From an optimization exercise on the open Yosys and OpenROAD flow, aimed at small area, a short achievable clock period and few clock cycles per item; shortcuts taken in it are not production practice.
Only simulation tests tie the RTL to the original design; equivalence was not proved.

// lac_gscale
module lac_gscale (
    input  wire        clk,
    input  wire        rst_n,
    input  wire        in_valid,
    output wire        in_ready,
    input  wire [31:0] in_r0,
    output reg         out_valid,
    input  wire        out_ready,
    output reg  [31:0] out_s
);
Size in the first run: ~8800 cells after synthesis, ~70 I/O pins.
clock: 30.0 ns
lec_check: 0
abc_area: 1
cap_margin: 20
core_margin: 2
core_utilization: 40
cts_buf_list: sky130_fd_sc_hd__clkbuf_8
slew_margin: 20
standard.sh (not shown) runs the stock make flow with config.mk's settings and CLKGATE_MAP_FILE= SYNTH_SCRIPT=/design/flow/synth_recipe.tcl, a recipe that flattens the netlist after the stock synthesis.
==> flow/flow/run.sh <==
#!/bin/bash
# Own flow: the standard layout (standard.sh: the standard synthesis,
# floorplan, placement, CTS, routing and finishing, all unchanged), with
# ORFS's timing repair (floorplan, CTS and global-route repair_timing) asked
# to keep SETUP_SLACK_MARGIN ns of setup slack at the design's clock period.
# The constraints (constraint.sdc) are the design's; only how hard the
# resizer works changes.  make's output goes to layout.log; ORFS writes each
# step's own log under orfs/logs.
set -euo pipefail
export SETUP_SLACK_MARGIN=22.4
bash standard.sh finish > layout.log 2>&1
The first run completed without violations.
Testbench counts at the start, summed over its fixed seeds: cycles 2,544, items 2,400.
Next try:
--- a/flow/flow/run.sh
+++ b/flow/flow/run.sh
@@ -9,3 +9,3 @@
 set -euo pipefail
-export SETUP_SLACK_MARGIN=22.4
+export SETUP_SLACK_MARGIN=22
 bash standard.sh finish > layout.log 2>&1
Settings changed: ABC_AREA 1 to not set, CTS_BUF_LIST sky130_fd_sc_hd__clkbuf_8 to not set.
Effect: The new run completed without violations; cell area climbs by 0.86%; worst hold slack gains 0.013 ns; final cell count goes down by 13%.
Next try:
Settings changed: CORE_UTILIZATION 40 to 55.
Outcome: The changed run finished clean; final cell count goes down by 7.1%.
Next try:
Settings changed: CORE_UTILIZATION 55 to 40, CTS_BUF_LIST set to sky130_fd_sc_hd__clkbuf_8, CTS_CLUSTER_SIZE set to 30.
Result: The new run completed with no timing, DRC or antenna violations; first-iteration DRC count is lower by 4.6%; core utilization is lower by 17 points; area after synthesis does not change; worst setup slack gets better by 0.0042 ns; non-clock buffer count is lower by 5; wire length is lower by 0.68%; design area barely changes; die area is higher by 37%; maximum frequency hardly moves.
Next try:
==> flow/flow/run.sh (replaced) <==
#!/bin/bash
# Own flow: the standard layout (standard.sh: the standard synthesis,
# floorplan, placement, CTS, routing and finishing, all unchanged), with
#  - ORFS's timing repair (floorplan, CTS and global-route repair_timing)
#    asked to keep SETUP_SLACK_MARGIN ns of setup slack at the design's
#    clock period;
#  - the port buffers that placement inserts on every input and output made
#    buf_4 cells rather than the default delay-buffer cells.
# The constraints (constraint.sdc) are the design's; only how the resizer
# and the port buffering work changes.  make's output goes to layout.log;
# ORFS writes each step's own log under orfs/logs.
set -euo pipefail
export SETUP_SLACK_MARGIN=22.4
export BUFFER_PORTS_ARGS="-buffer_cell sky130_fd_sc_hd__buf_4"
bash standard.sh finish > layout.log 2>&1
Settings changed: ABC_AREA set to 1, CTS_BUF_LIST sky130_fd_sc_hd__clkbuf_8 to not set, CTS_CLUSTER_SIZE 30 to not set.
Die area barely changes.
Clock-buffer cell count came out lower by 29.
Cell area decreases by 0.35%.
Maximum frequency rose by 5.4%.

---

lac_gscale again, from the RTL that the note above started with.
export LEC_CHECK = 0
export ABC_AREA = 1
export CAP_MARGIN = 20
export CORE_MARGIN = 2
export CORE_UTILIZATION = 40
export SLEW_MARGIN = 20
create_clock -name core_clock -period 30.0 [get_ports {clk}]
==> flow/flow/run.sh <==
#!/bin/bash
# Own flow: the standard layout (standard.sh: the standard synthesis,
# floorplan, placement, CTS, routing and finishing, all unchanged), with
# ORFS's timing repair (floorplan, CTS and global-route repair_timing) asked
# to keep SETUP_SLACK_MARGIN ns of setup slack at the design's clock period.
# The constraints (constraint.sdc) are the design's; only how hard the
# resizer works changes.  make's output goes to layout.log; ORFS writes each
# step's own log under orfs/logs.
set -euo pipefail
export SETUP_SLACK_MARGIN=22.4
bash standard.sh finish > layout.log 2>&1
The starting point finished clean.
Testbench counts at the start, summed over its fixed seeds: cycles 2,544, items 2,400.
Edit:
--- a/flow/flow/run.sh
+++ b/flow/flow/run.sh
@@ -9,3 +9,3 @@
 set -euo pipefail
-export SETUP_SLACK_MARGIN=22.4
+export SETUP_SLACK_MARGIN=22.8
 bash standard.sh finish > layout.log 2>&1
Outcome: Routed wire length rises by 3.4%. Die area stays the same. Flip-flop and latch count does not change. Count of clock-buffer cells in the layout falls by 17. Fmax rises by 1.8%. Cell count rises by 1.4%.
Edit:
--- a/flow/flow/run.sh
+++ b/flow/flow/run.sh
@@ -9,3 +9,3 @@
 set -euo pipefail
-export SETUP_SLACK_MARGIN=22.8
+export SETUP_SLACK_MARGIN=22.7
 bash standard.sh finish > layout.log 2>&1
ABC_AREA = default   (was 1)
Synthesized cell count fell by about a fifth.
Cell area went up by a few percent.
Critical path depth grows by 37.
Sequential share of layout area is lower by 1.4 points.
Worst setup slack is worse by 0.38 ns.
Die area is about the same.
Wire length stays flat.
Edit:
--- a/flow/flow/run.sh
+++ b/flow/flow/run.sh
@@ -9,3 +9,3 @@
 set -euo pipefail
-export SETUP_SLACK_MARGIN=22.7
+export SETUP_SLACK_MARGIN=22
 bash standard.sh finish > layout.log 2>&1
ABC_AREA = 1   (was default)
What happened:
- The new run ran to the end with no violations
- count of clock-buffer cells in the layout went up by 12
- cell area shrinks by 8.5%
- via count went down by 0.98%
- die area is about the same
- setup slack got worse by 0.067 ns
- first-iteration DRC count decreases by 11%
- routed wire length is lower by 6.3%
- non-clock buffer count falls by 475

afterwards: timing with drivers on the ports:
No port has a modelled driver above. Below, the same layouts with a new extraction and two added sets of constraints.
Step 1: set_driving_cell puts a clkbuf_16 on clk and a buf_2 on each other input, an assumption about the parent block.
Step 2 adds t to the input delays and takes it off the output delays; t is the mean of the earliest and latest rising clock arrival at the registers after step 1. Input paths then give back, and output paths get back, about the clock's delay inside the block.
Slacks: ideal / step 1 / step 2; pairs: ideal / step 1.
run	t (ns)	slack for setup (ns)	worst setup path after step 2
the first run of note 1	0.985	22.406 / 22.327 / 21.741	input to register
the second run of note 1	0.848	22.141 / 22.084 / 21.558	input to register
the third run of note 1	0.804	22.106 / 22.029 / 21.636	input to register
the fourth run of note 1	1.010	22.110 / 22.030 / 21.525	input to register
the fifth run of note 1	0.842	22.514 / 22.433 / 22.362	input to register
the first run of note 2	0.847	22.470 / 22.385 / 21.917	input to register
the second run of note 2	0.843	22.605 / 22.522 / 22.075	input to register
the third run of note 2	0.843	22.226 / 22.226 / 21.994	input to register
the fourth run of note 2	0.843	22.159 / 22.075 / 21.728	input to register
After both steps setup and hold are still met in every run listed. The setup slack of the first run of note 1, which loses most, moves by -0.079 ns with the drivers and by -0.665 ns with both steps.
